Source: an optimization exercise on an open RTL-to-GDS flow (aim: small area, a short achievable clock period and few clock cycles). Production flows keep margins and buffers that such runs may drop. Only simulation tests tie the RTL to the original design; equivalence was not proved. Power figures rest on the tool's default switching activity, not on a simulated workload.

--- run.sh ---
#!/bin/bash
# synth_recipe.tcl (not shown) runs the flow's synth.tcl, then flattens the netlist and writes it again
# the make line also repeats each setting of config.mk as NAME=value (left out here)
make -C /OpenROAD-flow-scripts/flow DESIGN_CONFIG=/design/flow/config.mk WORK_HOME=/design/flow/orfs CLKGATE_MAP_FILE= SYNTH_SCRIPT=/design/flow/synth_recipe.tcl finish
--- config.mk ---
export PLATFORM = sky130hd
export DESIGN_NAME = lutic
export DESIGN_NICKNAME = lutic
export VERILOG_FILES = /design/flow/design.v
export SDC_FILE = /design/flow/constraint.sdc
export NUM_CORES = 4
export LEC_CHECK = 0
export CAP_MARGIN = 35
export CELL_PAD_IN_SITES_DETAIL_PLACEMENT = 1
export CELL_PAD_IN_SITES_GLOBAL_PLACEMENT = 2
export CORE_MARGIN = 2
export CORE_UTILIZATION = 25
export PLACE_DENSITY = 0.55
export SETUP_SLACK_MARGIN = 5
export SLEW_MARGIN = 35
export SYNTH_HIERARCHICAL = 1
--- constraint.sdc ---
create_clock -name core_clock -period 22.0 [get_ports {clk}]
set_input_delay 4.4000 -clock core_clock [delete_from_list [all_inputs] [get_ports {clk}]]
set_output_delay 4.4000 -clock core_clock [all_outputs]
set_load 0.01 [all_outputs]
--- design.v ---
module lutic (
    input  wire        clk,
    input  wire        rst,
    input  wire        reg_wr,
    input  wire [11:0] reg_addr,
    input  wire [31:0] reg_wdata,
    output reg  [31:0] reg_rdata,
    output wire        irq,
    output reg         mem_req,
    output reg         mem_we,
    output reg  [1:0]  mem_size,
    output reg  [31:0] mem_addr,
    output reg  [31:0] mem_wdata,
    input  wire        mem_ready,
    input  wire [31:0] mem_rdata
);
    localparam [31:0] ID_VALUE = 32'h534C0007;
    localparam [3:0] OPC_NOP      = 4'h0;
    localparam [3:0] OPC_VALIDATE = 4'h1;
    localparam [3:0] OPC_UNLOCK   = 4'h2;
    localparam [3:0] OPC_COMPOSE  = 4'h3;
    localparam [3:0] OPC_GATHER   = 4'h4;
    localparam [3:0] OPC_LUTREAD  = 4'h5;
    localparam [3:0] OPC_MAPPIXEL = 4'h6;
    localparam [3:0] OPC_MAPROW   = 4'h7;
    localparam [3:0] OPC_MAPPLANE = 4'h8;
    localparam [3:0] OPC_APPLY    = 4'h9;
    localparam [7:0] F_CFG_ARITY       = 8'h01;
    localparam [7:0] F_CFG_DEPTH       = 8'h02;
    localparam [7:0] F_CFG_LUT_WIDTH   = 8'h03;
    localparam [7:0] F_CFG_LUT_PLANES  = 8'h04;
    localparam [7:0] F_CFG_NDST        = 8'h05;
    localparam [7:0] F_CFG_ROUTE       = 8'h06;
    localparam [7:0] F_CFG_LUT_ADDR    = 8'h07;
    localparam [7:0] F_FMT_CONTAINER   = 8'h10;
    localparam [7:0] F_FMT_SUBSAMPLING = 8'h11;
    localparam [7:0] F_FMT_DIM         = 8'h12;
    localparam [7:0] F_FMT_BOUNDS      = 8'h13;
    localparam [7:0] F_CS_DST_FORMAT   = 8'h20;
    localparam [7:0] F_CMD_ILLEGAL     = 8'h30;
    localparam [7:0] F_CMD_NOT_VALID   = 8'h31;
    localparam [7:0] F_CMD_POS_RANGE   = 8'h32;
    localparam [7:0] F_CMD_IDX_RANGE   = 8'h33;
    localparam [7:0] F_FRM_ALIGN       = 8'h40;
    localparam [7:0] F_FRM_STRIDE      = 8'h41;
    localparam [7:0] F_FRM_RANGE       = 8'h42;
    localparam [7:0] F_EXE_SAMPLE      = 8'h50;
    localparam integer I_IDLE = 0;
    localparam integer I_PRE = 1;
    localparam integer I_VAL = 2;
    localparam integer I_FRM = 3;
    localparam integer I_PI = 4;
    localparam integer I_RUN = 5;
    localparam integer I_END = 6;
    localparam [6:0] S_IDLE = 7'd1;
    localparam [6:0] S_PRE = 7'd2;
    localparam [6:0] S_VAL = 7'd4;
    localparam [6:0] S_FRM = 7'd8;
    localparam [6:0] S_PI = 7'd16;
    localparam [6:0] S_RUN = 7'd32;
    localparam [6:0] S_END = 7'd64;
    localparam [1:0] OP_G = 2'd0;      
    localparam [1:0] OP_F = 2'd1;      
    localparam [1:0] OP_W = 2'd2;      
    reg  [2:0]   ctrl_ie;
    reg          st_busy, st_done, st_fault, st_werr, st_cfg_valid;
    reg  [7:0]   fault_code;
    reg  [15:0]  pos_x, pos_y;
    reg  [23:0]  idx_r;
    reg  [31:0]  result_r;
    reg  [47:0]  samp_r;               
    reg  [31:0]  fault_pos;            
    reg  [7:0]   fault_unit;
    reg  [1:0]   fault_slot, fault_lane;
    reg          fault_posv, fault_addrv;
    reg  [31:0]  fault_addr;           
    reg  [1:0]   cfg_arity, cfg_srccw, cfg_dstcw, cfg_dstfmt, cfg_ndst;
    reg  [2:0]   cfg_lutnpl;
    reg  [4:0]   cfg_depth;
    reg  [24:0]  lut_width;
    reg  [5:0]   pk_lane;
    reg  [5:0]   dst_lutpl;
    reg  [26:0]  route;                
    reg  [127:0] lutp;                 
    reg  [143:0] pw, ph;               
    reg  [35:0]  pss;                  
    reg  [287:0] pbase, pstride;
    assign irq = (st_done & ctrl_ie[0]) | (st_fault & ctrl_ie[1]) | (st_werr & ctrl_ie[2]);
    function automatic [31:0] sel32(input [287:0] v, input [3:0] u);
        integer i;
        begin
            sel32 = 32'd0;
            for (i = 0; i < 9; i = i + 1)
                sel32 = sel32 | ({32{u == i}} & v[32*i +: 32]);
        end
    endfunction
    function automatic [15:0] sel16(input [143:0] v, input [3:0] u);
        integer i;
        begin
            sel16 = 16'd0;
            for (i = 0; i < 9; i = i + 1)
                sel16 = sel16 | ({16{u == i}} & v[16*i +: 16]);
        end
    endfunction
    function automatic [3:0] sel4(input [35:0] v, input [3:0] u);
        integer i;
        begin
            sel4 = 4'd0;
            for (i = 0; i < 9; i = i + 1)
                sel4 = sel4 | ({4{u == i}} & v[4*i +: 4]);
        end
    endfunction
    function automatic [31:0] selo32(input [287:0] v, input [8:0] oh);
        integer i;
        begin
            selo32 = 32'd0;
            for (i = 0; i < 9; i = i + 1)
                selo32 = selo32 | ({32{oh[i]}} & v[32*i +: 32]);
        end
    endfunction
    function automatic [15:0] selo16(input [143:0] v, input [8:0] oh);
        integer i;
        begin
            selo16 = 16'd0;
            for (i = 0; i < 9; i = i + 1)
                selo16 = selo16 | ({16{oh[i]}} & v[16*i +: 16]);
        end
    endfunction
    function automatic [3:0] selo4(input [35:0] v, input [8:0] oh);
        integer i;
        begin
            selo4 = 4'd0;
            for (i = 0; i < 9; i = i + 1)
                selo4 = selo4 | ({4{oh[i]}} & v[4*i +: 4]);
        end
    endfunction
    function automatic dp_used(input [1:0] dd, input pk, input [1:0] nd);
        dp_used = pk ? (dd == 2'd0) : ({1'b0, dd} < {1'b0, nd});
    endfunction
    function automatic [2:0] route_of(input [26:0] rt, input [1:0] dd, input [1:0] kk);
        reg [8:0] r9;
        begin
            r9 = (dd == 2'd0) ? rt[8:0] : (dd == 2'd1) ? rt[17:9] : rt[26:18];
            route_of = (kk == 2'd0) ? r9[2:0] : (kk == 2'd1) ? r9[5:3] : r9[8:6];
        end
    endfunction
    function automatic is_depth(input [4:0] b);
        is_depth = (b == 5'd8) || (b == 5'd10) || (b == 5'd12) || (b == 5'd14) || (b == 5'd16);
    endfunction
    function automatic [23:0] compose(input [47:0] s, input [1:0] a, input [4:0] b);
        reg [23:0] t1;
        begin
            case (b)
                5'd8:    t1 = {s[31:16], 8'd0};
                5'd10:   t1 = {s[29:16], 10'd0};
                default: t1 = {s[27:16], 12'd0};
            endcase
            compose = {8'd0, s[15:0]} | ((a >= 2'd2) ? t1 : 24'd0) |
                      ((a == 2'd3) ? {s[39:32], 16'd0} : 24'd0);
        end
    endfunction
    function automatic [3:0] low16(input [15:0] v);
        reg [7:0] a; reg [3:0] b; reg [1:0] c; reg i3, i2, i1, i0;
        begin
            i3 = ~|v[7:0];  a = i3 ? v[15:8] : v[7:0];
            i2 = ~|a[3:0];  b = i2 ? a[7:4] : a[3:0];
            i1 = ~|b[1:0];  c = i1 ? b[3:2] : b[1:0];
            i0 = ~c[0];
            low16 = {i3, i2, i1, i0};
        end
    endfunction
    function automatic [3:0] msb16t(input [15:0] v);
        reg [7:0] a; reg [3:0] b; reg [1:0] c; reg i3, i2, i1, i0;
        begin
            i3 = |v[15:8];  a = i3 ? v[15:8] : v[7:0];
            i2 = |a[7:4];   b = i2 ? a[7:4] : a[3:0];
            i1 = |b[3:2];   c = i1 ? b[3:2] : b[1:0];
            i0 = c[1];
            msb16t = {i3, i2, i1, i0};
        end
    endfunction
    function automatic [3:0] msb16(input [15:0] v);
        integer i;
        begin
            msb16 = 4'd0;
            for (i = 0; i < 16; i = i + 1)
                if (v[i]) msb16 = i[3:0];
        end
    endfunction
    function automatic [4:0] blen16(input [15:0] v);
        integer i;
        begin
            blen16 = 5'd0;
            for (i = 0; i < 16; i = i + 1)
                if (v[i]) blen16 = i[4:0] + 5'd1;
        end
    endfunction
    function automatic [5:0] blen32(input [31:0] v);
        integer i;
        begin
            blen32 = 6'd0;
            for (i = 0; i < 32; i = i + 1)
                if (v[i]) blen32 = i[5:0] + 6'd1;
        end
    endfunction
    wire        is_packed = (cfg_dstfmt == 2'd1) || (cfg_dstfmt == 2'd2);
    wire [2:0]  lanes  = (cfg_dstfmt == 2'd2) ? 3'd4 : 3'd3;
    wire [2:0]  pix_c  = is_packed ? lanes : 3'd1;
    wire        sblg   = cfg_srccw[0];
    wire [1:0]  dblg   = cfg_dstcw;
    wire [1:0]  A      = cfg_arity;
    wire [4:0]  B      = cfg_depth;
    wire [15:0] dpw0 = pw[16*6 +: 16], dpw1 = pw[16*7 +: 16], dpw2 = pw[16*8 +: 16];
    wire [15:0] dph0 = ph[16*6 +: 16], dph1 = ph[16*7 +: 16], dph2 = ph[16*8 +: 16];
    wire [3:0]  dps0 = pss[4*6 +: 4],  dps1 = pss[4*7 +: 4],  dps2 = pss[4*8 +: 4];
    wire        uniform_plan = !is_packed && (cfg_ndst == 2'd3) &&
                               (dpw0 == dpw1) && (dpw0 == dpw2) &&
                               (dph0 == dph1) && (dph0 == dph2) &&
                               (dps0 == dps1) && (dps0 == dps2);
    reg  [8:0]  p_ss3, p_dz;
    integer     pi_;
    always @* begin
        for (pi_ = 0; pi_ < 9; pi_ = pi_ + 1) begin
            p_ss3[pi_] = (pss[4*pi_ +: 2] == 2'd3) || (pss[4*pi_+2 +: 2] == 2'd3);
            p_dz[pi_]  = (pw[16*pi_ +: 16] == 16'd0) || (ph[16*pi_ +: 16] == 16'd0);
        end
    end
    reg  [6:0]   state;
    reg  [3:0]   opc;                  
    reg  [1:0]   cmd_d, cmp_a;
    reg  [4:0]   cmp_b;
    reg          cmd_bad;              
    reg  [1:0]   op, grp, k, c, d_cur;
    reg          pixmaj;               
    reg  [47:0]  g_s;                  
    reg  [95:0]  v;                    
    reg  [287:0] ptr;                  
    reg  [8:0]   pend;                 
    reg  [15:0]  edone;                
    reg  [2:0]   ms;                   
    reg  [3:0]   mi;                   
    reg  [35:0]  xa, xb;               
    reg          xci, xk;              
    reg  [8:0]   xu;
    reg          ck_v;                 
    reg  [7:0]   ck_code, ck_unit;
    reg  [1:0]   ck_slot, ck_lane;
    reg          ovf;
    reg          dfresh, dgat;         
    reg  [1:0]   dslot, dk;
    reg  [2:0]   dj;
    wire [15:0]  wx = fault_pos[15:0];
    wire [15:0]  wy = fault_pos[31:16];
    localparam integer NV = 47;
    reg  [NV-1:0] vc;                  
    reg  [7:0]    vcode [0:NV-1];
    reg  [7:0]    vunit [0:NV-1];
    reg  [1:0]    vslot [0:NV-1];
    reg  [1:0]    vlane [0:NV-1];
    reg           vf;
    reg  [7:0]    v_code, v_unit;
    reg  [1:0]    v_slot, v_lane;
    reg  [NV-1:0] vfirst;
    reg           vseen;
    integer       vd, vk, vp, vi, vn;
    reg  [2:0]    vj;
    reg  [4:0]    vab;
    always @* begin
        for (vi = 0; vi < NV; vi = vi + 1) begin
            vc[vi] = 1'b0; vcode[vi] = 8'd0; vunit[vi] = 8'd0; vslot[vi] = 2'd0; vlane[vi] = 2'd0;
        end
        vab = B * A;
        vj = 3'd0;
        vc[0] = (A == 2'd0);                                    vcode[0] = F_CFG_ARITY;
        vc[1] = !is_depth(B) || (A == 2'd2 && B > 5'd12) || (A == 2'd3 && B > 5'd8);
                                                                vcode[1] = F_CFG_DEPTH;
        vc[2] = (cfg_srccw != ((B == 5'd8) ? 2'd0 : 2'd1)) || cfg_dstcw == 2'd3;
                                                                vcode[2] = F_FMT_CONTAINER;
        vc[3] = cfg_dstfmt == 2'd3 || (is_packed && cfg_dstcw == 2'd2);
                                                                vcode[3] = F_CS_DST_FORMAT;
        vc[4] = is_packed && dps0 != 4'd0;                      vcode[4] = F_CS_DST_FORMAT; vunit[4] = 8'h01;
        vc[5] = (!is_packed && cfg_ndst != 2'd1 && cfg_ndst != 2'd3) || (is_packed && cfg_ndst != 2'd1);
                                                                vcode[5] = F_CFG_NDST;
        vc[6] = lut_width != (25'd1 << vab);                    vcode[6] = F_CFG_LUT_WIDTH;
        vc[7] = (cfg_lutnpl != 3'd1 && cfg_lutnpl != 3'd3 && cfg_lutnpl != 3'd4) ||
                (is_packed && cfg_lutnpl < 3'd3);               vcode[7] = F_CFG_LUT_PLANES;
        for (vp = 0; vp < 3; vp = vp + 1) begin
            vc[8+vp] = is_packed && {1'b0, pk_lane[2*vp +: 2]} >= cfg_lutnpl;
            vcode[8+vp] = F_CFG_LUT_PLANES; vlane[8+vp] = vp[1:0];
        end
        for (vd = 0; vd < 3; vd = vd + 1) begin
            vc[11+vd] = !is_packed && dp_used(vd[1:0], is_packed, cfg_ndst) && {1'b0, dst_lutpl[2*vd +: 2]} >= cfg_lutnpl;
            vcode[11+vd] = F_CFG_LUT_PLANES; vunit[11+vd] = 8'h01 + vd[7:0];
        end
        for (vd = 0; vd < 3; vd = vd + 1)
            for (vk = 0; vk < 3; vk = vk + 1) begin
                vn = 14 + 3*vd + vk;
                vc[vn] = dp_used(vd[1:0], is_packed, cfg_ndst) && vk < A && route_of(route, vd[1:0], vk[1:0]) >= 3'd6;
                vcode[vn] = F_CFG_ROUTE; vunit[vn] = 8'h01 + vd[7:0]; vslot[vn] = vk[1:0];
            end
        for (vd = 0; vd < 3; vd = vd + 1) begin
            vc[23+vd] = dp_used(vd[1:0], is_packed, cfg_ndst) && p_ss3[6+vd];
            vcode[23+vd] = F_FMT_SUBSAMPLING; vunit[23+vd] = 8'h01 + vd[7:0];
            vc[35+vd] = dp_used(vd[1:0], is_packed, cfg_ndst) && p_dz[6+vd];
            vcode[35+vd] = F_FMT_DIM; vunit[35+vd] = 8'h01 + vd[7:0];
        end
        for (vd = 0; vd < 3; vd = vd + 1)
            for (vk = 0; vk < 3; vk = vk + 1) begin
                vj = route_of(route, vd[1:0], vk[1:0]);
                vn = 3*vd + vk;
                vc[26+vn] = dp_used(vd[1:0], is_packed, cfg_ndst) && vk < A && p_ss3[vj];
                vcode[26+vn] = F_FMT_SUBSAMPLING; vunit[26+vn] = 8'h10 + {5'd0, vj};
                vc[38+vn] = dp_used(vd[1:0], is_packed, cfg_ndst) && vk < A && p_dz[vj];
                vcode[38+vn] = F_FMT_DIM; vunit[38+vn] = 8'h10 + {5'd0, vj};
            end
        vseen = 1'b0;
        for (vi = 0; vi < NV; vi = vi + 1) begin
            vfirst[vi] = vc[vi] && !vseen;
            vseen = vseen | vc[vi];
        end
        vf = |vc;
        v_code = 8'd0; v_unit = 8'd0; v_slot = 2'd0; v_lane = 2'd0;
        for (vi = 0; vi < NV; vi = vi + 1) begin
            v_code = v_code | ({8{vfirst[vi]}} & vcode[vi]);
            v_unit = v_unit | ({8{vfirst[vi]}} & vunit[vi]);
            v_slot = v_slot | ({2{vfirst[vi]}} & vslot[vi]);
            v_lane = v_lane | ({2{vfirst[vi]}} & vlane[vi]);
        end
    end
    reg        pf;
    reg [7:0]  p_code, p_unit;
    reg        p_posv;
    reg        cf;                     
    reg [1:0]  cf_slot;
    integer    ck;
    wire [15:0] cmd_w = sel16(pw, 4'd6 + {2'd0, cmd_d});
    wire [15:0] cmd_h = sel16(ph, 4'd6 + {2'd0, cmd_d});
    always @* begin
        pf = cmd_bad; p_code = cmd_bad ? F_CMD_ILLEGAL : 8'd0; p_unit = 8'd0; p_posv = 1'b0;
        if (!pf && opc >= OPC_GATHER && opc <= OPC_APPLY && !st_cfg_valid) begin
            pf = 1'b1; p_code = F_CMD_NOT_VALID;
        end
        if (!pf && opc == OPC_COMPOSE &&
            (cmp_a == 2'd0 || !is_depth(cmp_b) || (cmp_a == 2'd2 && cmp_b > 5'd12) || (cmp_a == 2'd3 && cmp_b > 5'd8))) begin
            pf = 1'b1; p_code = F_CMD_ILLEGAL;
        end
        if (!pf && (opc == OPC_GATHER || opc == OPC_MAPPIXEL || opc == OPC_MAPROW || opc == OPC_MAPPLANE) &&
            ((!is_packed && cmd_d >= cfg_ndst) || (is_packed && cmd_d != 2'd0))) begin
            pf = 1'b1; p_code = F_CMD_ILLEGAL;
        end
        if (!pf && opc == OPC_LUTREAD && {1'b0, cmd_d} >= cfg_lutnpl) begin
            pf = 1'b1; p_code = F_CMD_ILLEGAL;
        end
        if (!pf && (opc == OPC_GATHER || opc == OPC_MAPPIXEL) &&
            (pos_x >= cmd_w || pos_y >= cmd_h)) begin
            pf = 1'b1; p_code = F_CMD_POS_RANGE; p_unit = 8'h01 + {6'd0, cmd_d}; p_posv = 1'b1;
        end
        if (!pf && opc == OPC_MAPROW && pos_y >= cmd_h) begin
            pf = 1'b1; p_code = F_CMD_POS_RANGE; p_unit = 8'h01 + {6'd0, cmd_d}; p_posv = 1'b1;
        end
        if (!pf && opc == OPC_LUTREAD && {1'b0, idx_r} >= lut_width) begin
            pf = 1'b1; p_code = F_CMD_IDX_RANGE; p_unit = 8'h20 + {6'd0, cmd_d};
        end
        cf = 1'b0; cf_slot = 2'd0;
        for (ck = 0; ck < 3; ck = ck + 1)
            if (!cf && ck < cmp_a && ({16'd0, samp_r[16*ck +: 16]} >> cmp_b) != 32'd0) begin
                cf = 1'b1; cf_slot = ck[1:0];
            end
    end
    wire [1:0]  dg     = pixmaj ? grp : d_cur;        
    wire [1:0]  w_d    = pixmaj ? c : d_cur;          
    wire [3:0]  walk_u = 4'd6 + {2'd0, d_cur};
    wire [15:0] walk_w = sel16(pw, walk_u);
    wire [15:0] walk_h = sel16(ph, walk_u);
    wire [3:0]  walk_ss = sel4(pss, walk_u);
    wire [1:0]  wdx    = walk_ss[1:0];
    wire [1:0]  wdy    = walk_ss[3:2];
    reg  [5:0]  src_used;
    integer     ud, uk;
    always @* begin
        src_used = 6'd0;
        for (ud = 0; ud < 3; ud = ud + 1)
            for (uk = 0; uk < 3; uk = uk + 1)
                if ((pixmaj || ud == d_cur) && uk < A)
                    src_used = src_used | (6'd1 << route_of(route, ud[1:0], uk[1:0]));
    end
    wire [2:0]  dst_used = (opc == OPC_GATHER) ? 3'b000 : pixmaj ? 3'b111 : (3'b001 << d_cur);
    reg  [5:0]  src_nz;
    integer     nj;
    reg  [1:0]  nsy;
    reg  [15:0] ny1;
    always @* begin
        ny1 = wy + 16'd1;
        for (nj = 0; nj < 6; nj = nj + 1) begin
            nsy = pss[4*nj+2 +: 2];
            if (wdy >= nsy)
                src_nz[nj] = 1'b1;
            else if (is_packed)
                src_nz[nj] = (nsy == 2'd1) ? (wy[0] == 1'b0) : (wy[1:0] == 2'd0);
            else
                src_nz[nj] = ((nsy - wdy) == 2'd1) ? (ny1[0] == 1'b0) : (ny1[1:0] == 2'd0);
        end
    end
    reg  [15:0] e_en;
    integer     ei;
    always @* begin
        e_en = 16'd0;
        if (state[I_VAL]) begin
            for (ei = 0; ei < 9; ei = ei + 1)
                e_en[3+ei] = dp_used(ei / 3, is_packed, cfg_ndst) && (ei % 3) < A;
            for (ei = 0; ei < 4; ei = ei + 1)
                e_en[12+ei] = ei < cfg_lutnpl;
        end else if (state[I_FRM]) begin
            for (ei = 0; ei < 3; ei = ei + 1)
                e_en[ei] = (opc == OPC_APPLY) ? dp_used(ei, is_packed, cfg_ndst)
                                              : (ei == cmd_d && opc != OPC_GATHER);
            for (ei = 0; ei < 9; ei = ei + 1)
                e_en[3+ei] = ((opc == OPC_APPLY) ? dp_used(ei / 3, is_packed, cfg_ndst) : (ei / 3 == cmd_d)) &&
                             (ei % 3) < A;
        end else begin
            e_en[8:0] = {dst_used, src_used};
        end
    end
    reg  [3:0]  e;
    reg         e_v;
    wire [15:0] e_cur  = e_v ? (16'd1 << e) : 16'd0;
    wire [15:0] e_rem  = e_en & ~edone & ~e_cur;
    reg  [3:0]  e_nx;
    integer     ej;
    always @* begin
        e_nx = low16(e_rem);
    end
    wire        e_nx_any = (e_rem != 16'd0);
    function automatic [3:0] ent_dk(input [3:0] en);
        case (en)
            4'd0:  ent_dk = {2'd0, 2'd0};
            4'd1:  ent_dk = {2'd1, 2'd0};
            4'd2:  ent_dk = {2'd2, 2'd0};
            4'd3:  ent_dk = {2'd0, 2'd0};
            4'd4:  ent_dk = {2'd0, 2'd1};
            4'd5:  ent_dk = {2'd0, 2'd2};
            4'd6:  ent_dk = {2'd1, 2'd0};
            4'd7:  ent_dk = {2'd1, 2'd1};
            4'd8:  ent_dk = {2'd1, 2'd2};
            4'd9:  ent_dk = {2'd2, 2'd0};
            4'd10: ent_dk = {2'd2, 2'd1};
            default: ent_dk = {2'd2, 2'd2};
        endcase
    endfunction
    wire [3:0]  e_dk   = ent_dk(e);
    wire [1:0]  e_d    = e_dk[3:2];
    wire [1:0]  e_k    = e_dk[1:0];
    wire        e_isdp = (e < 4'd3);
    wire [2:0]  e_j    = route_of(route, e_d, e_k);
    wire [1:0]  e_p    = e[1:0];
    wire [3:0]  nx_dk  = ent_dk(e_nx);
    wire [2:0]  nx_j   = route_of(route, nx_dk[3:2], nx_dk[1:0]);
    wire [3:0]  au_nx  = state[I_PI] ? e_nx :
                         (state[I_FRM] && e_nx < 4'd3) ? 4'd6 + {2'd0, nx_dk[3:2]} : {1'b0, nx_j};
    function automatic [8:0] lowoh9(input [8:0] v);
        integer i;
        reg seen;
        begin
            seen = 1'b0;
            for (i = 0; i < 9; i = i + 1) begin
                lowoh9[i] = v[i] & ~seen;
                seen = seen | v[i];
            end
        end
    endfunction
    reg  [8:0]  au;
    wire [15:0] a_w      = selo16(pw, au);
    wire [15:0] a_h      = selo16(ph, au);
    wire [3:0]  a_ss     = selo4(pss, au);
    wire [31:0] a_base   = selo32(pbase, au);
    wire [31:0] a_stride = selo32(pstride, au);
    wire [31:0] a_ptr    = selo32(ptr, au);
    wire        a_isdp   = |au[8:6];
    wire [17:0] pi_ys  = ({2'b00, wy} << wdy) >> a_ss[3:2];
    wire [15:0] pi_row = a_isdp ? (is_packed ? (a_h - 16'd1 - wy) : wy) : pi_ys[15:0];
    wire [15:0] m_val  = state[I_PI] ? pi_row : (a_h - 16'd1);
    wire [3:0]  m_msb  = msb16t(m_val);
    wire        m_zero = (m_val == 16'd0);
    wire        m_bit  = m_val[mi];
    wire [1:0]  f_nlg   = a_isdp ? dblg : {1'b0, sblg};
    wire [17:0] f_wc    = a_isdp ? ((cfg_dstfmt == 2'd2) ? {a_w, 2'b00} :
                                    (cfg_dstfmt == 2'd1) ? ({2'b00, a_w} + {1'b0, a_w, 1'b0}) : {2'b00, a_w})
                                 : {2'b00, a_w};
    wire        f_bad_align  = (a_base[1:0] & ((2'd1 << f_nlg) - 2'd1)) != 2'd0;
    wire        f_bad_stride = a_stride < {14'd0, f_wc};
    wire        f_quick = (a_stride[31:16] == 16'd0) && (a_h[15:12] == 4'd0) && (a_base[31:30] != 2'b11);
    wire [3:0]  b_du   = 4'd6 + {2'd0, e_d};
    wire [15:0] b_dw   = sel16(pw, b_du);
    wire [15:0] b_dh   = sel16(ph, b_du);
    wire [3:0]  b_dss  = sel4(pss, b_du);
    wire [17:0] b_xs   = ({2'b00, b_dw - 16'd1} << b_dss[1:0]) >> a_ss[1:0];
    wire [17:0] b_ys   = ({2'b00, b_dh - 16'd1} << b_dss[3:2]) >> a_ss[3:2];
    wire        b_bad  = (b_xs >= {2'b00, a_w}) || (b_ys >= {2'b00, a_h});
    wire [31:0] l_base = (e_p == 2'd0) ? lutp[31:0] : (e_p == 2'd1) ? lutp[63:32] :
                         (e_p == 2'd2) ? lutp[95:64] : lutp[127:96];
    wire        l_misal = (l_base[1:0] & ((2'd1 << dblg) - 2'd1)) != 2'd0;
    wire [1:0]  r_s    = (wdy >= a_ss[3:2]) ? (wdy - a_ss[3:2]) : 2'd0;
    wire [31:0] r_step = (a_isdp ? a_stride : (a_stride << r_s)) << f_nlg;
    wire        e_fin = e_v && (state[I_VAL] ? ((e < 4'd12) || (ms == 3'd1)) :
                                state[I_FRM] ? ((ms == 3'd0 && f_quick) || (ms == 3'd4)) :
                                (ms == 3'd3));
    wire [35:0] alu_s    = xa + xb + {35'd0, xci};
    wire        alu_big  = (|alu_s[35:33]) | (alu_s[32] & (|alu_s[31:0]));    
    wire        alu_ovf  = |alu_s[35:33];
    wire [35:0] lw_sh    = {9'd0, lut_width, 2'b00} >> (2'd2 - dblg);
    wire [15:0] rd16   = sblg ? mem_rdata[15:0] : {8'd0, mem_rdata[7:0]};
    wire [15:0] bmask  = 16'hFFFF << B;
    wire        rd_bad = dfresh && dgat && ((rd16 & bmask) != 16'd0);
    wire [31:0] rd_val = (dblg == 2'd0) ? {24'd0, mem_rdata[7:0]} :
                         (dblg == 2'd1) ? {16'd0, mem_rdata[15:0]} : mem_rdata;
    reg  [47:0] gs_new;
    reg  [95:0] v_new;
    always @* begin
        gs_new = g_s;
        v_new  = v;
        if (dfresh && dgat)  gs_new[16*dslot +: 16] = rd16;
        if (dfresh && !dgat) v_new[32*dslot +: 32] = rd_val;
    end
    reg  [8:0]  ub;
    reg  [2:0]  jr;
    reg  [1:0]  sxr;
    wire [2:0]  j_cur  = jr;
    wire [1:0]  sx_j   = sxr;
    wire [17:0] xs     = ({2'b00, wx} << wdx) >> sx_j;
    wire [31:0] ptr_bus = selo32(ptr, ub);
    wire [1:0]  f_p    = (opc == OPC_LUTREAD) ? cmd_d :
                         is_packed ? pk_lane[2*c +: 2] : dst_lutpl[2*dg +: 2];
    wire [31:0] lutp_bus = (f_p == 2'd0) ? lutp[31:0] : (f_p == 2'd1) ? lutp[63:32] :
                           (f_p == 2'd2) ? lutp[95:64] : lutp[127:96];
    wire [23:0] idx_cur = (opc == OPC_LUTREAD) ? idx_r : compose(g_s, A, B);
    wire [17:0] x3     = {2'b00, wx} + {1'b0, wx, 1'b0};
    wire [17:0] col    = !is_packed ? {2'b00, wx} :
                         ((cfg_dstfmt == 2'd2) ? {wx, 2'b00} : x3) + {16'd0, c};
    reg  [25:0] opb;
    always @* begin
        case (op)
            OP_G:    opb = {7'd0, xs, 1'b0} >> !sblg;
            OP_F:    opb = {idx_cur, 2'b00} >> (2'd2 - dblg);
            default: opb = {6'd0, col, 2'b00} >> (2'd2 - dblg);
        endcase
    end
    wire [31:0] opa = (op == OP_F) ? lutp_bus : ptr_bus;
    wire [31:0] ad_gw = opa + {6'd0, opb};              
    reg  [31:0] fpart;
    reg  [47:0] gs_part;
    always @* begin
        gs_part = gs_new;
        if (A == 2'd1) gs_part[15:0]  = 16'd0;
        if (A == 2'd2) gs_part[31:16] = 16'd0;
        if (A == 2'd3) gs_part[47:32] = 16'd0;
    end
    wire [1:0]  fp_nx   = is_packed ? pk_lane[1:0] : dst_lutpl[2*dg +: 2];
    wire [31:0] lutp_nx = (fp_nx == 2'd0) ? lutp[31:0] : (fp_nx == 2'd1) ? lutp[63:32] :
                          (fp_nx == 2'd2) ? lutp[95:64] : lutp[127:96];
    wire [31:0] fpart_nx = lutp_nx + ({8'd0, compose(gs_part, A, B)} << dblg);
    wire [4:0]  fsh     = ((A == 2'd1) ? 5'd0 : (A == 2'd2) ? B : 5'd16) + {3'd0, dblg};
    wire [31:0] ad_f;
    lutic_fadd u_fadd (.base(fpart), .smp(rd16), .sh(fsh), .sum(ad_f));
    wire        ffresh  = dfresh && dgat && (op == OP_F);
    wire        stall = (op != OP_F) && ((pend & ub) != 9'd0);
    wire        run_req = state[I_RUN] && !stall && !rd_bad;
    wire        hs = run_req && mem_ready;
    wire [1:0]  wl = (is_packed || pixmaj) ? c : 2'd0;
    always @* begin
        mem_req   = run_req;
        mem_we    = (op == OP_W);
        mem_size  = (op == OP_G) ? {1'b0, sblg} : dblg;
        mem_addr  = ffresh ? ad_f : ad_gw;
        mem_wdata = (dfresh && !dgat && dslot == wl) ? mem_rdata : v[32*wl +: 32];
    end
    reg        n_done, n_plane;
    reg [1:0]  n_op, n_grp, n_k, n_c, n_d;
    reg [15:0] n_x, n_y;
    reg        pix_end, row_chg;
    wire       last_col = (wx + 16'd1 >= walk_w);
    wire       multi_row = (opc == OPC_MAPPLANE) || (opc == OPC_APPLY);
    wire       more_rows = is_packed ? (wy != 16'd0) : (wy + 16'd1 < walk_h);
    wire       last_g = (op == OP_G) && ({1'b0, k} + 3'd1 >= {1'b0, A}) && (!pixmaj || grp == 2'd2);
    always @* begin
        n_done = 1'b0; n_plane = 1'b0; n_op = op; n_grp = grp; n_k = k; n_c = c; n_d = d_cur;
        n_x = wx; n_y = wy; pix_end = 1'b0; row_chg = 1'b0;
        case (op)
            OP_G: begin
                if ({1'b0, k} + 3'd1 < {1'b0, A}) n_k = k + 2'd1;
                else if (opc == OPC_GATHER) n_done = 1'b1;
                else begin n_op = OP_F; n_c = 2'd0; end
            end
            OP_F: begin
                if (opc == OPC_LUTREAD) n_done = 1'b1;
                else if (is_packed && c != 2'd2) n_c = c + 2'd1;
                else if (pixmaj && grp != 2'd2) begin
                    n_grp = grp + 2'd1; n_op = OP_G; n_k = 2'd0;
                end else begin
                    n_op = OP_W; n_c = 2'd0;
                end
            end
            default: begin
                if ((is_packed || pixmaj) && c != 2'd2) n_c = c + 2'd1;
                else pix_end = 1'b1;
            end
        endcase
        if (pix_end) begin
            n_op = OP_G; n_k = 2'd0; n_c = 2'd0; n_grp = 2'd0;
            if (opc == OPC_MAPPIXEL) n_done = 1'b1;
            else if (!last_col) n_x = wx + 16'd1;
            else if (!multi_row) n_done = 1'b1;
            else begin
                n_x = 16'd0;
                if (more_rows) begin
                    row_chg = 1'b1;
                    n_y = is_packed ? wy - 16'd1 : wy + 16'd1;
                end else if (opc == OPC_APPLY && !pixmaj && !is_packed && {1'b0, d_cur} + 3'd1 < {1'b0, cfg_ndst}) begin
                    n_plane = 1'b1; n_d = d_cur + 2'd1; n_y = 16'd0;
                end else n_done = 1'b1;
            end
        end
    end
    wire [5:0] set_src = (hs && last_g && last_col && multi_row && more_rows) ? (src_used & src_nz) : 6'd0;
    wire [2:0] set_dst = (hs && row_chg) ? dst_used : 3'd0;
    wire [8:0] clr_p   = xk ? xu : 9'd0;
    wire [8:0] pend_nx = (pend & ~clr_p) | {set_dst, set_src};
    wire [9:0] wa = reg_addr[11:2];
    wire       is_pln = (wa >= 10'h010 && wa <= 10'h016) || (wa >= 10'h018 && wa <= 10'h01B) ||
                        (wa >= 10'h020 && wa <= 10'h02B && wa[1] == 1'b0) ||
                        (wa >= 10'h040 && wa <= 10'h057 && wa[1] == 1'b0);
    wire       is_frm = (wa >= 10'h020 && wa <= 10'h02B && wa[1] == 1'b1) ||
                        (wa >= 10'h040 && wa <= 10'h057 && wa[1] == 1'b1);
    wire       is_opr = (wa == 10'h004) || (wa == 10'h005) || (wa >= 10'h008 && wa <= 10'h00A);
    wire       is_cmd = (wa == 10'h003);
    wire       wr_ok  = is_cmd ? (!st_busy && !st_fault) :
                        is_pln ? (!st_busy && !st_cfg_valid) :
                        (is_frm || is_opr) ? !st_busy : 1'b0;
    wire       wr_err = (is_cmd || is_pln || is_frm || is_opr) && !wr_ok;
    wire       wr_dp = (wa[9:2] >= 8'h08) && (wa[9:2] <= 8'h0A);
    wire       wr_sp = (wa[9:2] >= 8'h10) && (wa[9:2] <= 8'h15);
    wire [3:0] wr_u  = wr_dp ? (4'd6 + {2'd0, wa[3:2]}) : {1'b0, wa[4:2]};
    wire [3:0] w_opc = reg_wdata[3:0];
    wire       w_bad = (w_opc >= 4'hA) ||
                       ((w_opc == OPC_NOP || w_opc == OPC_VALIDATE || w_opc == OPC_UNLOCK || w_opc == OPC_APPLY) && reg_wdata[31:4] != 28'd0) ||
                       (w_opc == OPC_COMPOSE && (reg_wdata[31:13] != 19'd0 || reg_wdata[5:4] != 2'd0)) ||
                       (w_opc >= OPC_GATHER && w_opc <= OPC_MAPPLANE && reg_wdata[31:6] != 26'd0);
    task automatic raise(input [7:0] code, input [7:0] unit, input [1:0] slot, input [1:0] lane,
                         input posv, input addrv);
        begin
            fault_code  <= code;
            fault_unit  <= unit;
            fault_slot  <= slot;
            fault_lane  <= lane;
            fault_posv  <= posv;
            fault_addrv <= addrv;
            st_fault    <= 1'b1;
            st_busy     <= 1'b0;
            state       <= S_IDLE;
        end
    endtask
    task automatic complete;
        begin
            st_busy <= 1'b0;
            st_done <= 1'b1;
            state   <= S_IDLE;
        end
    endtask
    wire [31:0] wd  = reg_wdata & {32{~rst}};
    wire        hwe = reg_wr && wr_ok;
    always @(posedge clk) begin
        if (rst || (reg_wr && wa == 10'h001)) ctrl_ie <= wd[2:0];
        if (rst || (hwe && wa == 10'h004)) begin pos_x <= wd[15:0]; pos_y <= wd[31:16]; end
        if (rst || (hwe && wa == 10'h010)) begin
            cfg_arity <= wd[1:0]; cfg_srccw <= wd[3:2];
            cfg_dstcw <= wd[5:4]; cfg_dstfmt <= wd[7:6];
            cfg_ndst <= wd[9:8]; cfg_lutnpl <= wd[12:10];
            cfg_depth <= wd[20:16];
        end
        if (rst || (hwe && wa == 10'h011)) lut_width <= wd[24:0];
        if (rst || (hwe && wa == 10'h012)) pk_lane <= rst ? 6'h24 : wd[5:0];
        if (rst || (hwe && wa == 10'h013)) dst_lutpl <= wd[5:0];
        if (rst || (hwe && wa == 10'h014)) route[8:0]   <= {wd[10:8], wd[6:4], wd[2:0]};
        if (rst || (hwe && wa == 10'h015)) route[17:9]  <= {wd[10:8], wd[6:4], wd[2:0]};
        if (rst || (hwe && wa == 10'h016)) route[26:18] <= {wd[10:8], wd[6:4], wd[2:0]};
        if (rst || (hwe && wa == 10'h018)) lutp[31:0]   <= wd;
        if (rst || (hwe && wa == 10'h019)) lutp[63:32]  <= wd;
        if (rst || (hwe && wa == 10'h01A)) lutp[95:64]  <= wd;
        if (rst || (hwe && wa == 10'h01B)) lutp[127:96] <= wd;
        for (wi = 0; wi < 9; wi = wi + 1) begin
            if (rst || (hwe && (wr_dp || wr_sp) && wr_u == wi && wa[1:0] == 2'd0)) begin
                pw[16*wi +: 16] <= wd[15:0]; ph[16*wi +: 16] <= wd[31:16];
            end
            if (rst || (hwe && (wr_dp || wr_sp) && wr_u == wi && wa[1:0] == 2'd1)) pss[4*wi +: 4] <= wd[3:0];
            if (rst || (hwe && (wr_dp || wr_sp) && wr_u == wi && wa[1:0] == 2'd2)) pbase[32*wi +: 32] <= wd;
            if (rst || (hwe && (wr_dp || wr_sp) && wr_u == wi && wa[1:0] == 2'd3)) pstride[32*wi +: 32] <= wd;
        end
    end
    integer wi;
    wire [1:0]  v_op  = hs ? n_op  : op;
    wire [1:0]  v_k   = hs ? n_k   : k;
    wire [1:0]  v_c   = hs ? n_c   : c;
    wire [1:0]  v_grp = hs ? n_grp : grp;
    wire [1:0]  v_d   = hs ? n_d   : d_cur;
    wire [2:0]  v_j   = route_of(route, pixmaj ? v_grp : v_d, v_k);
    wire [1:0]  v_wd  = pixmaj ? v_c : v_d;
    always @(posedge clk) begin
        fpart <= fpart_nx;
        jr    <= v_j;
        sxr   <= pss[4*v_j +: 2];
        ub    <= (v_op == OP_W) ? (9'd64 << v_wd) : (9'd1 << v_j);
    end
    always @(posedge clk) begin
        if (rst) begin
            st_busy <= 1'b0; st_done <= 1'b0; st_fault <= 1'b0; st_werr <= 1'b0; st_cfg_valid <= 1'b0;
            fault_code <= 8'd0; fault_unit <= 8'd0; fault_slot <= 2'd0; fault_lane <= 2'd0;
            fault_posv <= 1'b0; fault_addrv <= 1'b0;
            idx_r <= 24'd0; result_r <= 32'd0; samp_r <= 48'd0;
            state <= S_IDLE; dfresh <= 1'b0; dgat <= 1'b0; pend <= 9'd0;
        end else begin
            if (reg_wr) begin
                if (wr_err) st_werr <= 1'b1;
                if (wa == 10'h002) begin
                    if (reg_wdata[1]) st_done <= 1'b0;
                    if (reg_wdata[3]) st_werr <= 1'b0;
                    if (reg_wdata[2]) begin
                        st_fault <= 1'b0; fault_code <= 8'd0; fault_unit <= 8'd0; fault_slot <= 2'd0;
                        fault_lane <= 2'd0; fault_posv <= 1'b0; fault_addrv <= 1'b0;
                    end
                end
                if (wr_ok) begin
                    case (wa)
                        10'h003: begin
                            opc <= w_opc; cmd_d <= reg_wdata[5:4]; cmp_a <= reg_wdata[7:6];
                            cmp_b <= reg_wdata[12:8]; cmd_bad <= w_bad;
                            st_busy <= 1'b1; st_done <= 1'b0; state <= S_PRE;
                        end
                        10'h005: idx_r <= reg_wdata[23:0];
                        10'h008: samp_r[15:0]  <= reg_wdata[15:0];
                        10'h009: samp_r[31:16] <= reg_wdata[15:0];
                        10'h00A: samp_r[47:32] <= reg_wdata[15:0];
                        default: ;
                    endcase
                end
            end
            case (1'b1)
                state[I_PRE]: begin
                    op <= OP_G; grp <= 2'd0; k <= 2'd0; c <= 2'd0; ms <= 3'd0;
                    edone <= 16'd0; e_v <= 1'b0; pend <= 9'd0; dfresh <= 1'b0;
                    ck_v <= vf; ck_code <= v_code; ck_unit <= v_unit; ck_slot <= v_slot; ck_lane <= v_lane;
                    d_cur <= (opc == OPC_APPLY) ? 2'd0 : cmd_d;
                    pixmaj <= (opc == OPC_APPLY) && uniform_plan;
                    fault_pos[15:0] <= (opc == OPC_GATHER || opc == OPC_MAPPIXEL) ? pos_x : 16'd0;
                    fault_pos[31:16] <= (opc == OPC_GATHER || opc == OPC_MAPPIXEL || opc == OPC_MAPROW) ? pos_y :
                                        is_packed ? dph0 - 16'd1 : 16'd0;
                    if (pf) begin
                        raise(p_code, p_unit, 2'd0, 2'd0, p_posv, 1'b0);
                        fault_pos <= {pos_y, pos_x};
                    end else begin
                        case (opc)
                            OPC_VALIDATE: state <= S_VAL;
                            OPC_UNLOCK: begin st_cfg_valid <= 1'b0; complete(); end
                            OPC_COMPOSE: begin
                                if (cf) raise(F_EXE_SAMPLE, 8'd0, cf_slot, 2'd0, 1'b0, 1'b0);
                                else begin idx_r <= compose(samp_r, cmp_a, cmp_b); complete(); end
                            end
                            OPC_LUTREAD: begin op <= OP_F; state <= S_RUN; au <= 9'd0; xk <= 1'b0; end
                            OPC_GATHER, OPC_MAPPIXEL, OPC_MAPROW, OPC_MAPPLANE, OPC_APPLY: begin
                                state <= S_FRM; ck_v <= 1'b0;
                            end
                            default: complete();    
                        endcase
                    end
                end
                state[I_VAL]: begin
                    ck_v <= e_v && ((e < 4'd12) ? b_bad : ((ms == 3'd1) && (l_misal || alu_big)));
                    ck_code <= (e < 4'd12) ? F_FMT_BOUNDS : F_CFG_LUT_ADDR;
                    ck_unit <= (e < 4'd12) ? 8'h01 + {6'd0, e_d} : 8'h20 + {6'd0, e_p};
                    ck_slot <= (e < 4'd12) ? e_k : 2'd0;
                    ck_lane <= 2'd0;
                    if (!e_v && !e_nx_any && !ck_v) begin st_cfg_valid <= 1'b1; complete(); end
                    if (!e_v || e_fin) begin
                        e <= e_nx; au <= 9'd1 << au_nx; e_v <= e_nx_any; ms <= 3'd0;
                        if (e_v) edone[e] <= 1'b1;
                    end else begin
                        xa <= lw_sh; xb <= {4'd0, l_base}; xci <= 1'b0; ms <= 3'd1;
                    end
                    if (ck_v) raise(ck_code, ck_unit, ck_slot, ck_lane, 1'b0, 1'b0);
                end
                state[I_FRM]: begin
                    ck_v <= e_v && (((ms == 3'd0) && (f_bad_align || f_bad_stride)) || ((ms == 3'd4) && (ovf || alu_big)));
                    ck_code <= (ms == 3'd4) ? F_FRM_RANGE : f_bad_align ? F_FRM_ALIGN : F_FRM_STRIDE;
                    ck_unit <= a_isdp ? 8'h01 + {6'd0, e_d} : 8'h10 + {5'd0, e_j};
                    ck_slot <= 2'd0; ck_lane <= 2'd0;
                    if (!e_v || e_fin) begin
                        e <= e_nx; au <= 9'd1 << au_nx; e_v <= e_nx_any; ms <= 3'd0;
                        if (e_v) edone[e] <= 1'b1;
                        if (!e_nx_any) begin
                            state <= S_PI; edone <= 16'd0; e_v <= 1'b0;
                        end
                    end else case (ms)
                        3'd0: begin
                            ovf <= 1'b0;
                            xa  <= m_zero ? 36'd0 : {4'd0, a_stride}; xb <= 36'd0; xci <= 1'b0;
                            mi  <= m_msb - 4'd1;
                            ms  <= (m_msb == 4'd0) ? 3'd2 : 3'd1;
                        end
                        3'd1: begin
                            if (alu_ovf) ovf <= 1'b1;
                            xa <= {alu_s[34:0], 1'b0}; xb <= m_bit ? {4'd0, a_stride} : 36'd0;
                            mi <= mi - 4'd1;
                            if (mi == 4'd0) ms <= 3'd2;
                        end
                        3'd2: begin
                            if (alu_ovf) ovf <= 1'b1;
                            xa <= alu_s; xb <= {18'd0, f_wc}; ms <= 3'd3;
                        end
                        default: begin
                            if (alu_ovf) ovf <= 1'b1;
                            xa <= alu_s << f_nlg; xb <= {4'd0, a_base}; ms <= 3'd4;
                        end
                    endcase
                    if (ck_v) raise(ck_code, ck_unit, ck_slot, ck_lane, 1'b0, 1'b0);
                end
                state[I_PI]: begin
                    ck_v <= 1'b0;
                    if (!e_v || e_fin) begin
                        e <= e_nx; au <= 9'd1 << au_nx; e_v <= e_nx_any; ms <= 3'd0;
                        if (e_v) edone[e] <= 1'b1;
                        if (!e_nx_any) begin state <= S_RUN; au <= 9'd0; xk <= 1'b0; end
                        if (e_v)
                            for (wi = 0; wi < 9; wi = wi + 1) if (au[wi]) ptr[32*wi +: 32] <= alu_s[31:0];
                    end else case (ms)
                        3'd0: begin
                            xci <= 1'b0;
                            if (m_zero) begin
                                xa <= 36'd0; xb <= {4'd0, a_base}; ms <= 3'd3;
                            end else begin
                                xa <= {4'd0, a_stride}; xb <= 36'd0;
                                mi <= m_msb - 4'd1;
                                ms <= (m_msb == 4'd0) ? 3'd2 : 3'd1;
                            end
                        end
                        3'd1: begin
                            xa <= {alu_s[34:0], 1'b0}; xb <= m_bit ? {4'd0, a_stride} : 36'd0;
                            mi <= mi - 4'd1;
                            if (mi == 4'd0) ms <= 3'd2;
                        end
                        default: begin
                            xa <= alu_s << f_nlg; xb <= {4'd0, a_base}; ms <= 3'd3;
                        end
                    endcase
                    if (ck_v) raise(ck_code, ck_unit, ck_slot, ck_lane, 1'b0, 1'b0);
                end
                state[I_RUN]: begin
                    if (rd_bad)
                        raise(F_EXE_SAMPLE, 8'h10 + {5'd0, dj}, dk, 2'd0, 1'b1, 1'b1);
                    else begin
                        g_s <= gs_new;
                        v   <= v_new;
                        if (xk)
                            for (wi = 0; wi < 9; wi = wi + 1) if (xu[wi]) ptr[32*wi +: 32] <= alu_s[31:0];
                        xa  <= {4'd0, a_ptr};
                        xb  <= (!a_isdp && is_packed) ? {4'hF, ~r_step} : {4'd0, r_step};
                        xci <= !a_isdp && is_packed;
                        xu  <= au; xk <= |au;
                        pend <= pend_nx;
                        au <= lowoh9(pend_nx & ~au);
                        dfresh <= hs && (op != OP_W);
                        if (hs) begin
                            dgat <= (op == OP_G); dslot <= (op == OP_G) ? k : (is_packed ? c : grp);
                            dj <= j_cur; dk <= k;
                            if (op == OP_G) fault_addr <= ad_gw;
                            if (n_done) begin
                                if (op == OP_W) begin
                                    if (opc == OPC_MAPPIXEL) begin
                                        samp_r   <= {(A == 2'd3) ? g_s[47:32] : 16'd0,
                                                     (A >= 2'd2) ? g_s[31:16] : 16'd0, g_s[15:0]};
                                        idx_r    <= compose(g_s, A, B);
                                        result_r <= v_new[31:0];
                                    end
                                    complete();
                                end else
                                    state <= S_END;
                            end else begin
                                op <= n_op; grp <= n_grp; k <= n_k; c <= n_c; d_cur <= n_d;
                                fault_pos <= {n_y, n_x};
                                if (n_plane) begin
                                    state <= S_PI; edone <= 16'd0; e_v <= 1'b0; ms <= 3'd0;
                                end
                            end
                        end
                    end
                end
                state[I_END]: begin
                    dfresh <= 1'b0;
                    if (rd_bad)
                        raise(F_EXE_SAMPLE, 8'h10 + {5'd0, dj}, dk, 2'd0, 1'b1, 1'b1);
                    else begin
                        if (opc == OPC_GATHER)
                            samp_r <= {(A == 2'd3) ? gs_new[47:32] : 16'd0,
                                       (A >= 2'd2) ? gs_new[31:16] : 16'd0, gs_new[15:0]};
                        else
                            result_r <= rd_val;
                        complete();
                    end
                end
                default: ;
            endcase
        end
    end
    integer ri;
    reg     ph_hit;
    always @* begin
        reg_rdata =
            ({32{wa == 10'h000}} & ID_VALUE) |
            ({32{wa == 10'h001}} & {29'd0, ctrl_ie}) |
            ({32{wa == 10'h002}} & {16'd0, fault_code, 3'd0, st_cfg_valid, st_werr, st_fault, st_done, st_busy}) |
            ({32{wa == 10'h004}} & {pos_y, pos_x}) |
            ({32{wa == 10'h005}} & {8'd0, idx_r}) |
            ({32{wa == 10'h006}} & result_r) |
            ({32{wa == 10'h008}} & {16'd0, samp_r[15:0]}) |
            ({32{wa == 10'h009}} & {16'd0, samp_r[31:16]}) |
            ({32{wa == 10'h00A}} & {16'd0, samp_r[47:32]}) |
            ({32{wa == 10'h00C && fault_posv}} & fault_pos) |
            ({32{wa == 10'h00D}} & {18'd0, fault_addrv, fault_posv, fault_lane, fault_slot, fault_unit}) |
            ({32{wa == 10'h00E && fault_addrv}} & fault_addr) |
            ({32{wa == 10'h010}} & {11'd0, cfg_depth, 3'd0, cfg_lutnpl, cfg_ndst, cfg_dstfmt, cfg_dstcw, cfg_srccw, cfg_arity}) |
            ({32{wa == 10'h011}} & {7'd0, lut_width}) |
            ({32{wa == 10'h012}} & {26'd0, pk_lane}) |
            ({32{wa == 10'h013}} & {26'd0, dst_lutpl}) |
            ({32{wa == 10'h014}} & {21'd0, route[8:6], 1'b0, route[5:3], 1'b0, route[2:0]}) |
            ({32{wa == 10'h015}} & {21'd0, route[17:15], 1'b0, route[14:12], 1'b0, route[11:9]}) |
            ({32{wa == 10'h016}} & {21'd0, route[26:24], 1'b0, route[23:21], 1'b0, route[20:18]}) |
            ({32{wa == 10'h018}} & lutp[31:0]) |
            ({32{wa == 10'h019}} & lutp[63:32]) |
            ({32{wa == 10'h01A}} & lutp[95:64]) |
            ({32{wa == 10'h01B}} & lutp[127:96]);
        for (ri = 0; ri < 9; ri = ri + 1) begin
            ph_hit = (ri < 6) ? (wa[9:2] == 8'h10 + ri) : (wa[9:2] == 8'h08 + ri - 6);
            reg_rdata = reg_rdata |
                ({32{ph_hit && wa[1:0] == 2'd0}} & {ph[16*ri +: 16], pw[16*ri +: 16]}) |
                ({32{ph_hit && wa[1:0] == 2'd1}} & {28'd0, pss[4*ri +: 4]}) |
                ({32{ph_hit && wa[1:0] == 2'd2}} & pbase[32*ri +: 32]) |
                ({32{ph_hit && wa[1:0] == 2'd3}} & pstride[32*ri +: 32]);
        end
    end
endmodule
module lutic_fadd (
    input  wire [31:0] base,
    input  wire [15:0] smp,
    input  wire [4:0]  sh,
    output wire [31:0] sum
);
    reg [33:0] x;
    always @* begin
        case (sh)
            5'd0:  x = {18'd0, smp};
            5'd1:  x = {17'd0, smp, 1'd0};
            5'd2:  x = {16'd0, smp, 2'd0};
            5'd8:  x = {10'd0, smp, 8'd0};
            5'd9:  x = {9'd0, smp, 9'd0};
            5'd10: x = {8'd0, smp, 10'd0};
            5'd11: x = {7'd0, smp, 11'd0};
            5'd12: x = {6'd0, smp, 12'd0};
            5'd13: x = {5'd0, smp, 13'd0};
            5'd14: x = {4'd0, smp, 14'd0};
            5'd16: x = {2'd0, smp, 16'd0};
            5'd17: x = {1'd0, smp, 17'd0};
            default: x = {smp, 18'd0};
        endcase
    end
    assign sum = base + x[31:0];
endmodule
==> metrics.md <==
| Metric | Value |
|---|---|
| Worst-Skew Late Latency | `approximately 1000 ps` |
| Register area | `0.0583 mm^2` |
| Min setup slack post-route | `just over 6000 ps` |
| Filler Cell Count | `58800` |
| CTS Hold Bufs | `0` |
| Root buf cell | `clkbuf_16` |
| Hold Path Class | `register to register` |
| DR pass1 iterations | `11` |
| Area share of the largest cell type after synthesis | `between 40 and 50%` |
| Crit path DAT | `approximately 11000 ps` |
| Final min period | `approximately 16000 ps` |
| Die H | `728 um` |
| Antenna Violating Nets Remaining | `0` |
| R2R Path Start | `au[5]$_SDFFCE_PP0P_` |
| Worst Reg2Reg Path Length in Cells | `31` |
| DRC errors left | `0` |
| Crit path launch | `c[0]$_SDFFCE_PP0P_` |
| Antenna violations before repair | `approximately 150` |
| Maximum clock frequency | `roughly 0.063 GHz` |
| Area after DPL | `approximately 0.15 mm^2` |
| Yosys cell types | `106` |
| Area growth from synthesis to layout | `17.6%` |
| Largest net degree at the start of global routing | `a little over 70` |
| Worst-Margin Slew | `about 1100 ps` |
| Fin crit share | `around 72%` |
| Rel. slew slack | `between 20 and 30%` |
| Synth async-reset ratio | `0%` |
| Total track usage | `about a third` |
| Switching share of power | `33.2%` |
| HPWL Detailed | `about 700 mm` |
| Via density | `around 6.6` |
| Initial Utilization | `between 20% and 30%` |
| Design Area, Final | `0.154 mm^2` |
| Hold Path Depth | `0` |
| Top cells by area, synth | `edfxtp_1, a22oi_1, ha_1, nand2_1, mux2i_1` |
| Seq/Total Area, Yosys | `between 40 and 50%` |
| Row cnt | `between 200 and 300` |
| Max cap viols | `0` |
| Clock Sinks | `roughly 2000` |
| H-tree Lvls | `5` |
| Cell at the slowest stage of the critical path | `clkinv_1` |
| Post-Syn Area per Cell | `between 9 and 10 um^2` |
| Final core area utilization | `between 20 and 30%` |
| Pleak | `53.5 nW` |
| Ys flop type | `edfxtp_1` |
| CTS clk-pin slew, worst paths | `60 ps` |
| Status | `complete, no violations` |
| Vias in the first global route | `128000` |
| DRT iter0 DRCs | `around 24000` |
| CTS tree | `yes` |
| Max-slew violation count | `0` |
| Switching power | `between 0.003 and 0.004 W` |
| Vias post-DR | `about 140k` |
| Multi-input gate area | `around 0.07 mm^2` |
| Port Buffers | `178` |
| Cells after Synth | `13500` |
| Core ar. | `around 0.52 mm^2` |
| CP most frequent cell | `a21oi_1` |
| RSZ-0062 raised after global routing | `false` |
| Final setup vio count | `0` |
| Synth Warn # | `12` |
| Synth Cell Area | `approximately 0.13 mm^2` |
| Clock share of power | `between 30% and 40%` |
| Share of layout cells above drive strength 1 | `12.4%` |
| Post-CTS Setup Bufs | `0` |
| Final hold viol count | `0` |
| Boundary pin count | `between 150 and 200` |
| Total Power | `between 0.01 and 0.015 W` |
| Logic pwr share | `a little under a fifth` |
| Syn_nets | `~14000` |
| CTS-repair resized insts | `0` |
| Worst hold path startpoint | `jr[0]$_DFF_P_` |
| Total routed wirelength | `~970 mm` |
| Avg WL per Cell | `between 40 and 50 um` |
| Final GP Congestion | `slightly above 1` |
| EDFF count, synth | `approximately 1800` |
| Total grt overflow | `0` |
| Largest stage delay on the critical path | `between 800 and 900 ps` |
| WS Path Type | `register to primary output` |
| Max IR drop VDD | `just under 60 uV` |
| Clock Skew | `approximately 64 ps` |
| Clock tree buffer depth | `4` |
| Required time of the worst setup path | `about 18000 ps` |
| Synthesized flop and latch total | `approximately 2000` |
| Internal power | `0.00751 W` |
| Pre-CTS setup slack | `a little over 7000 ps` |
| Inserted Clock Buffers | `approximately 260` |
| Seq pwr share | `between 40% and 50%` |
| Area of the die | `between 0.5 and 0.6 mm^2` |
| Nets | `roughly 14000` |
| Worst setup SP type | `register` |
| Top cell type by total area after synthesis | `edfxtp_1` |
| Die Wd | `slightly above 700 um` |
| First-pass GRT wire length | `roughly 1300 mm` |
| Element type at the critical path end | `primary output` |
| Pwr/cell area | `between 70 and 80 mW/mm^2` |
| Worst Path Max Fanout | `37` |
| Setup TNS | `0 ps` |
-- cell usage after synthesis, types with 37 or more instances --
library cell and number:
nor2_1 1001, buf_2 44, o211ai_1 87, o21ai_0 554
o221ai_1 49, inv_1 408, ha_1 394, a31oi_1 135
mux2i_1 456, a211oi_1 194, xor2_1 107, a21o_1 101
clkbuf_1 949, mux4_2 57, a22oi_1 774, o31ai_1 102
o22ai_1 202, a21oi_1 849, a221o_1 48, a22o_1 232
mux2_2 72, nand3_1 542, o21a_1 80, a222oi_1 351
dfxtp_1 198, nand2b_1 106, nand3b_1 37, and3_1 86
a221oi_1 440, or2_2 50, or3_1 51, nor4_1 157
nand2_1 1292, and2_1 103, nand4_1 183, buf_1 148
xnor2_1 213, nor2b_1 114, edfxtp_1 1807, nor3_1 222
-- power groups by stage --
stage / clock network (W) / logic (W) / registers [W]
after detailed placement: 0 / 0.00203 / 0.00473
final: 0.00445 / 0.00211 / 0.00468
after floorplan: 0 / 0.00111 / 0.00455
after CTS: 0.00445 / 0.00204 / 0.00465
after global placement: 0 / 0.00200 / 0.00473
after global routing: 0.00457 / 0.00220 / 0.00468
-- registers in the layout, summed over array words and instances (netlist names), 16 cells and up --
signal / flops
edone: 16
fault_addr: 32
fault_pos: 32
fpart: 32
g_s: 48
idx_r: 24
lut_width: 25
lutp: 128
pbase: 288
ph: 144
pos_x: 16
pos_y: 16
pss: 36
pstride: 288
ptr: 288
pw: 144
result_r: 32
route: 27
samp_r: 48
v: 96
xa: 36
xb: 33
-- worst paths after layout --
kind                      to  slack [ps]
max             mem_addr[28]        6150
min          dj[0]$_DFFE_PP_         400
max reg2reg   ck_v$_DFFE_PP_       11950
min reg2reg  dj[0]$_DFFE_PP_         400
-- metal layers --
| metal | wire length, um | GRT usage, % | up-vias |
|---|---|---|---|
| met5 | 687 | 0.526 | - |
| met2 | 393000 | 50.2 | 10100 |
| met1 | 373000 | 43.7 | 70500 |
| met3 | 119000 | 12.5 | 2592 |
| li1 | - | - | 53600 |
| met4 | 87200 | 25.4 | 58 |
-- cell usage in the layout, fill, tap and decap left out, types with 183 or more instances in the layout --
master / instances
edfxtp_1: 1807
nand2_1: 1269
nor2_1: 935
a21oi_1: 829
a22oi_1: 770
buf_4: 682
nand3_1: 536
o21ai_0: 527
mux2i_1: 456
a221oi_1: 418
inv_1: 402
ha_1: 387
a222oi_1: 351
clkbuf_16: 272
a22o_1: 231
xnor2_1: 211
o22ai_1: 202
nor3_1: 199
a211oi_1: 193
nand4_1: 183
-- worst max-delay path: cells and delay by family (launching register included) --
family                     cells  cell delay, ps
buffers and inverters          6            3260
muxes                          1             320
DFF                            1             680
xor gates and xnor gates       1             570
adders and majority gates      2             480
and+or+nand+nor                4             420
AOI/OAI and AO/OA             14            4640
-- stage by stage --
step	hold slack (ps)	cells
floorplan	386	13500
detailed placement	390	20200
global route	411	20800
finish	402	20800
global placement	387	20200
CTS	403	20700
-- logic make-up (layout without fill, tap and decap cells) --
logic type / after synthesis / count (layout) / synth area share [%]
AO/OA/AOI/OAI: 4574 / 4574 / 25.2
AND/OR/NAND/NOR: 4059 / 4059 / 14.5
flip-flops: 2005 / 2005 / 44.4
buffers and inverters: 1574 / 1836 / 4.57
multiplexers: 585 / 585 / 5.08
adder cells (fa/ha/maj): 414 / 414 / 4.07
XOR/XNOR: 320 / 320 / 2.14
other: 0 / 107 / 0
-- modules after synthesis, one instance, submodules excluded --
| module | flops+latches | cells | area, um^2 | copies in the design |
|---|---|---|---|---|
| lutic | 2005 | 13100 | 128000 | 1 |
| lutic_fadd | 0 | 424 | 2810 | 1 |
-- area by class of cell --
type	instances	share of cell area, %
Clock buffer	345	4.63
Timing Repair Buffer	935	5.19
Antenna cell	107	0.174
Clock inverter	130	0.782
Multi-Input combinational cell	9952	44.7
Tap cell	6942	5.63
Inverter	426	1.04
Sequential cell	2005	37.8
Testbench counts, summed over its fixed seeds: cycles 135,736.

## separate check: timing with driven ports
The results above use ideal ports. As a check the final layout listed here was re-extracted and re-timed, cells and wires unchanged. Step 1 (the two cells are an assumption about what drives the block):
set clk [get_ports {clk}]
set_driving_cell -lib_cell sky130_fd_sc_hd__clkbuf_16 $clk
set_driving_cell -lib_cell sky130_fd_sc_hd__buf_2 [delete_from_list [all_inputs] $clk]
Step 2 also shifts input and output timing later by t, the mid clock arrival at the registers, as if the neighbouring blocks saw the same clock. Three values: ideal ports, drivers, drivers and shift; two values: the first two.
t, ns: 1.114
slack for setup (ns): 6.151 / 6.013 / 6.732
worst setup path at the end: input to output
After both steps this run still meets setup and hold. The setup slack of this run moves by -0.138 ns with the drivers and by +0.581 ns with both steps.
